From an optimization exercise on the open Yosys and OpenROAD flow, aimed at small area; shortcuts taken in it are not production practice. In this exercise RTL edits were held to simulation tests only and were not proved equivalent to the original. No activity file was given, so power comes from the tool's default toggle rates.

==> flow/design.v <==
module sdx_core (
    input  wire       CLK,
    input  wire       RST,
    input  wire       RX_VALID,
    input  wire [7:0] RX_BYTE,
    input  wire [4:0] ECHO,
    output reg  [4:0] TRIG,
    output wire [1:0] M_EN,
    output wire [1:0] M_DIR,
    output wire [1:0] M_STEP,
    output reg        GUN
);
    localparam [2:0] C_OTH = 3'b000, C_F = 3'b001, C_R = 3'b010;
    reg [3:0] lo;
    reg [4:0] hi;
    wire lo_wrap = lo[3] & lo[0];           
    wire hi_wrap = hi[4] & hi[3] & hi[2] & hi[0];    
    wire grid    = lo_wrap & hi[0];
    always @(posedge CLK) begin
        if (RST) begin
            lo   <= 4'd9;
            hi   <= 5'd29;
            TRIG <= 5'b00000;
        end else begin
            lo <= lo_wrap ? 4'd0 : lo + 4'd1;
            if (lo_wrap) begin
                hi   <= hi_wrap ? 5'd0 : hi + 5'd1;
                TRIG <= {TRIG[3:0], hi_wrap};
            end
        end
    end
    reg        s1, s2, eq;
    reg [15:0] ecnt;             
    reg        lt;               
    reg        near;             
    wire rise = s2 & ~eq;
    wire fall = ~s2 & eq;
    wire ez   = ~|ecnt[14:0];
    wire efb  = ecnt[15] ^ ecnt[14] ^ ecnt[12] ^ ecnt[3] ^ ez;
    wire e599 = (ecnt == 16'h8161);                  
    wire emax = ecnt[15] & ez;                       
    always @(posedge CLK) begin
        s1 <= ECHO[2];
        if (RST) begin
            s2   <= ECHO[2];
            eq   <= ECHO[2];
            ecnt <= 16'd0;
            lt   <= 1'b1;
            near <= 1'b1;
        end else begin
            s2 <= s1;
            eq <= s2;
            ecnt <= rise ? 16'd1 : {ecnt[14:0], efb};
            lt   <= rise | emax | (lt & ~e599);
            if (fall) near <= lt;
        end
    end
    reg [2:0] mem [0:63];
    reg [6:0] cnt;
    wire push = RX_VALID & ~cnt[6];
    reg [2:0] cls;
    always @* begin
        case (RX_BYTE)
            8'h77:   cls = 3'b100;   
            8'h73:   cls = 3'b111;   
            8'h61:   cls = 3'b110;   
            8'h64:   cls = 3'b101;   
            8'h66:   cls = C_F;
            8'h72:   cls = C_R;
            default: cls = C_OTH;
        endcase
    end
    integer i;
    always @(posedge CLK) begin
        if (push) begin
            mem[1] <= cls;
            for (i = 2; i <= 63; i = i + 1) mem[i] <= mem[i-1];
            mem[0] <= mem[63];
        end
    end
    wire [2:0] head;
    genvar b, k;
    generate
        for (b = 0; b < 3; b = b + 1) begin : g_rd
            wire [63:0] l0;
            wire [31:0] l1;
            wire [15:0] l2;
            wire [7:0]  l3;
            wire [3:0]  l4;
            wire [1:0]  l5;
            for (k = 0; k < 64; k = k + 1) begin : g0
                assign l0[k] = mem[k][b];
            end
            for (k = 0; k < 32; k = k + 1) begin : g1
                assign l1[k] = cnt[0] ? l0[2*k+1] : l0[2*k];
            end
            for (k = 0; k < 16; k = k + 1) begin : g2
                assign l2[k] = cnt[1] ? l1[2*k+1] : l1[2*k];
            end
            for (k = 0; k < 8; k = k + 1) begin : g3
                assign l3[k] = cnt[2] ? l2[2*k+1] : l2[2*k];
            end
            for (k = 0; k < 4; k = k + 1) begin : g4
                assign l4[k] = cnt[3] ? l3[2*k+1] : l3[2*k];
            end
            for (k = 0; k < 2; k = k + 1) begin : g5
                assign l5[k] = cnt[4] ? l4[2*k+1] : l4[2*k];
            end
            assign head[b] = cnt[5] ? l5[1] : l5[0];
        end
    endgenerate
    reg       m;
    reg [2:0] u;
    reg       en;
    reg [1:0] dir;
    reg       rf;                
    wire tick    = grid & ~GUN & u[0];
    wire have    = cnt != 7'd0;
    wire pop     = tick & have;
    wire [2:0] last = en ? (m ? C_R : {1'b1, dir}) : {2'b00, m};
    wire accept  = pop & (head != last);
    wire acc_r   = accept & (head == C_R);
    wire acc_run = accept & head[2];
    wire acc_hld = accept & ~head[2] & ~head[1];     
    wire fire    = accept & (head == C_F);
    wire roam    = tick & (accept ? acc_r : (en & m)) & (acc_r | (near == dir[1]));
    wire run_op  = acc_run | roam;
    reg [6:0] cnt_t;
    reg       cu, cd;
    integer   j;
    always @* begin
        cu = push & ~pop;
        cd = pop & ~push;
        for (j = 0; j < 7; j = j + 1) begin
            cnt_t[j] = cu | cd;
            cu = cu & cnt[j];
            cd = cd & ~cnt[j];
        end
    end
    always @(posedge CLK) begin
        if (RST) begin
            cnt <= 7'd0;
        end else begin
            cnt <= cnt ^ cnt_t;
        end
    end
    always @(posedge CLK) begin
        if (RST) begin
            m    <= 1'b0;
            GUN  <= 1'b0;
            u    <= 3'd1;
            en   <= 1'b0;
            dir  <= 2'b00;
            rf   <= 1'b0;
        end else begin
            if (accept) m <= ~head[2] & (head[1] ^ head[0]);
            if (grid) begin
                if (GUN) begin
                    if (u[2]) begin
                        GUN <= 1'b0;
                        u   <= 3'd0;
                    end else begin
                        u <= u + 3'd1;
                    end
                end else if (u[0]) begin
                    u <= 3'd0;
                    if (fire) GUN <= 1'b1;
                end else begin
                    u <= 3'd1;
                end
            end
            if (run_op) begin
                en  <= 1'b1;
                dir <= roam ? {~near, 1'b1} : head[1:0];
                rf  <= 1'b1;
            end else begin
                if (acc_hld) en <= 1'b0;
                if (~lo[2] & lo[1] & lo[0]) rf <= 1'b0;
            end
        end
    end
    reg       step, low;
    reg [5:0] pc;
    wire pivot   = dir[0] ^ dir[1];
    wire ge60    = &pc[5:2];
    wire ge20    = pc[5] | (pc[4] & (pc[3] | pc[2]));
    wire per_ok  = pivot ? ge60 : ge20;
    wire pg_fall = en & ~low & ~rf & per_ok;
    wire pg_rise = low & ~rf & (pc >= 6'd3);
    reg [5:0] pc_t;
    reg       pcc;
    integer   n;
    always @* begin
        pcc = ~ge60;
        for (n = 0; n < 6; n = n + 1) begin
            pc_t[n] = pcc;
            pcc = pcc & pc[n];
        end
    end
    always @(posedge CLK) begin
        if (RST) begin
            step <= 1'b0;
            low  <= 1'b0;
            pc   <= 6'd1;
        end else begin
            if (pg_fall) begin
                step <= 1'b0;
                low  <= 1'b1;
            end else if (pg_rise) begin
                step <= 1'b1;
                low  <= 1'b0;
            end
            if (pg_fall | pg_rise) pc <= 6'd1;
            else                   pc <= pc ^ pc_t;
        end
    end
    assign M_EN   = {en, en};
    assign M_DIR  = dir;
    assign M_STEP = {step, step};
endmodule
export LEC_CHECK = 0
export CAP_MARGIN = 20
export CORE_MARGIN = 2
export CORE_UTILIZATION = 65
export PLACE_DENSITY = 0.75
export SLEW_MARGIN = 20
create_clock -name core_clock -period 10.0 [get_ports {CLK}]
standard.sh (not shown) runs the stock make flow with config.mk's settings and CLKGATE_MAP_FILE= SYNTH_SCRIPT=/design/flow/synth_recipe.tcl, a recipe that flattens the netlist after the stock synthesis.
==> flow/flow/run.sh <==
#!/bin/bash
# The standard ORFS layout (standard.sh: unchanged synthesis, floorplan, power grid,
# placement and routing) with these changes:
#  - after the floorplan, OpenROAD's restructure re-maps the combinational logic for
#    area (flow/restructure.tcl); registers are untouched;
#  - port buffers use sky130_fd_sc_hd__buf_1 instead of the default buffer cell;
#  - clock tree synthesis uses clkbuf_8 buffers in clusters of at most 18 sinks
#    (at most 50 um across) and
#    inserts no dummy load cells.
set -euo pipefail
export BUFFER_PORTS_ARGS="-buffer_cell sky130_fd_sc_hd__buf_1"
export CTS_ARGS="-sink_clustering_enable -repair_clock_nets -dont_use_dummy_load -buf_list sky130_fd_sc_hd__clkbuf_8 -sink_clustering_size 18 -sink_clustering_max_diameter 50"
bash standard.sh floorplan > standard_floorplan.log 2>&1
openroad -no_init -exit flow/restructure.tcl > restructure.log 2>&1
bash standard.sh finish > standard_finish.log 2>&1
Other scripts of this flow, unchanged in this note and not shown: flow/flow/filter_lib.py, flow/flow/restructure.tcl
Edit:
==> flow/flow/run.sh (replaced) <==
#!/bin/bash
# The standard ORFS layout (standard.sh: unchanged synthesis, floorplan, power grid,
# placement and routing) with these changes:
#  - after the floorplan, OpenROAD's restructure re-maps the combinational logic for
#    area (flow/restructure.tcl); registers are untouched;
#  - port buffers use sky130_fd_sc_hd__buf_1 instead of the default buffer cell;
#  - clock tree synthesis uses clkbuf_8 buffers in clusters of at most 16 sinks
#    (at most 60 um across) and
#    inserts no dummy load cells.
set -euo pipefail
export BUFFER_PORTS_ARGS="-buffer_cell sky130_fd_sc_hd__buf_1"
export CTS_ARGS="-sink_clustering_enable -repair_clock_nets -dont_use_dummy_load -buf_list sky130_fd_sc_hd__clkbuf_8 -sink_clustering_size 16 -sink_clustering_max_diameter 60"
bash standard.sh floorplan > standard_floorplan.log 2>&1
openroad -no_init -exit flow/restructure.tcl > restructure.log 2>&1
bash standard.sh finish > standard_finish.log 2>&1
--- a/flow/config.mk
+++ b/flow/config.mk
@@ -8,5 +8,7 @@
 export CAP_MARGIN = 20
 export CORE_MARGIN = 2
-export CORE_UTILIZATION = 65
-export PLACE_DENSITY = 0.75
+export CORE_UTILIZATION = 75
+export GPL_ROUTABILITY_DRIVEN = 0
+export GPL_TIMING_DRIVEN = 0
+export PLACE_DENSITY = 0.85
 export SLEW_MARGIN = 20
The new run passed the timing, design-rule and antenna checks; total power goes up by about 1%; count of clock-buffer cells in the layout goes down by 1; global-route usage goes up by 4.3 points; die area goes down by about 13%; sequential power goes up by about 3%; final cell count goes down by 3.5%.
Edit:
==> flow/flow/run.sh (replaced) <==
#!/bin/bash
# The standard ORFS layout (standard.sh: unchanged synthesis, floorplan, power grid,
# placement and routing) with these changes:
#  - after the floorplan, OpenROAD's restructure re-maps the combinational logic for
#    area (flow/restructure.tcl); registers are untouched;
#  - port buffers use sky130_fd_sc_hd__buf_1 instead of the default buffer cell;
#  - clock tree synthesis uses clkbuf_8 buffers in clusters of at most 19 sinks
#    (at most 70 um across) and
#    inserts no dummy load cells.
set -euo pipefail
export BUFFER_PORTS_ARGS="-buffer_cell sky130_fd_sc_hd__buf_1"
export CTS_ARGS="-sink_clustering_enable -repair_clock_nets -dont_use_dummy_load -buf_list sky130_fd_sc_hd__clkbuf_8 -sink_clustering_size 19 -sink_clustering_max_diameter 70"
bash standard.sh floorplan > standard_floorplan.log 2>&1
openroad -no_init -exit flow/restructure.tcl > restructure.log 2>&1
bash standard.sh finish > standard_finish.log 2>&1
--- a/flow/config.mk
+++ b/flow/config.mk
@@ -8,7 +8,5 @@
 export CAP_MARGIN = 20
 export CORE_MARGIN = 2
-export CORE_UTILIZATION = 75
-export GPL_ROUTABILITY_DRIVEN = 0
-export GPL_TIMING_DRIVEN = 0
-export PLACE_DENSITY = 0.85
+export CORE_UTILIZATION = 65
+export PLACE_DENSITY = 0.75
 export SLEW_MARGIN = 20
After rerunning: Die area grows by 15%. Final cell count grows by 3.3%. Routed wire length shrinks by 1.5%. Global-route usage shrinks by 4.3 points. Critical path depth shrinks by 1. Utilization shrinks by 11 points. Combinational power grows by about 3%. Power shrinks by about 2%. Cell area shrinks by about 1.3%. Count of clock-buffer cells in the layout shrinks by 2.
Edit:
==> flow/flow/run.sh (replaced) <==
#!/bin/bash
# The standard ORFS layout (standard.sh: unchanged synthesis, floorplan, power grid,
# placement and routing) with these changes:
#  - after the floorplan, OpenROAD's restructure re-maps the combinational logic for
#    area (flow/restructure.tcl); registers are untouched;
#  - port buffers use sky130_fd_sc_hd__buf_1 instead of the default buffer cell;
#  - clock tree synthesis uses clkbuf_8 buffers in clusters of at most 16 sinks
#    (at most 60 um across) and
#    inserts no dummy load cells.
set -euo pipefail
export BUFFER_PORTS_ARGS="-buffer_cell sky130_fd_sc_hd__buf_1"
export CTS_ARGS="-sink_clustering_enable -repair_clock_nets -dont_use_dummy_load -buf_list sky130_fd_sc_hd__clkbuf_8 -sink_clustering_size 16 -sink_clustering_max_diameter 60"
bash standard.sh floorplan > standard_floorplan.log 2>&1
openroad -no_init -exit flow/restructure.tcl > restructure.log 2>&1
bash standard.sh finish > standard_finish.log 2>&1
--- a/flow/config.mk
+++ b/flow/config.mk
@@ -9,4 +9,5 @@
 export CORE_MARGIN = 2
 export CORE_UTILIZATION = 65
+export GPL_TIMING_DRIVEN = 0
 export PLACE_DENSITY = 0.75
 export SLEW_MARGIN = 20
=> Design area increases by 1.9%; first-iteration DRC count went down by 4.7%; via count went up by 1.3%; sequential power went up by about 4%.
Edit:
--- a/flow/config.mk
+++ b/flow/config.mk
@@ -9,5 +9,4 @@
 export CORE_MARGIN = 2
 export CORE_UTILIZATION = 65
-export GPL_TIMING_DRIVEN = 0
 export PLACE_DENSITY = 0.75
 export SLEW_MARGIN = 20
Outcome:
- register-to-register slack gets better by 0.76 ns
- worst setup slack gets better by 0.76 ns
- design area fell slightly

-- static timing again, ports no longer ideal --
Ports are ideal in the flow. The routed layouts listed here were re-timed in OpenROAD. Step 1 assumes that a clkbuf_16 drives the clock port and a buf_2 every other input. Step 2, shift: input delay + t, output delay - t, t = (earliest + latest rising clock arrival at the registers) / 2. This alone moves slack from input paths to output paths. Slacks: ideal / step 1 / step 2; pairs: ideal / step 1.
| run | t, ns | setup slack, ns | hold slack, ns | worst data-port slew with drivers (ns) | pins driven straight from the clock port |
|---|---|---|---|---|---|
| the first run | 0.550 | 5.100 / 5.100 / 5.096 | 0.393 / 0.393 / 0.393 | 0.04 | 1 |
| the second run | 0.545 | 4.175 / 4.175 / 4.175 | 0.422 / 0.422 / 0.422 | 0.04 | 1 |
| the third run | 0.539 | 5.089 / 5.089 / 5.089 | 0.428 / 0.428 / 0.428 | 0.04 | 1 |
| the fourth run | 0.548 | 4.348 / 4.348 / 4.348 | 0.445 / 0.445 / 0.445 | 0.03 | 1 |
| the fifth run | 0.546 | 5.109 / 5.109 / 5.057 | 0.433 / 0.433 / 0.433 | 0.04 | 1 |
After both steps setup and hold are still met in every run listed. For the fifth run, which loses most, drivers alone change the setup slack by 0.000 ns; drivers and shift together by -0.052 ns.
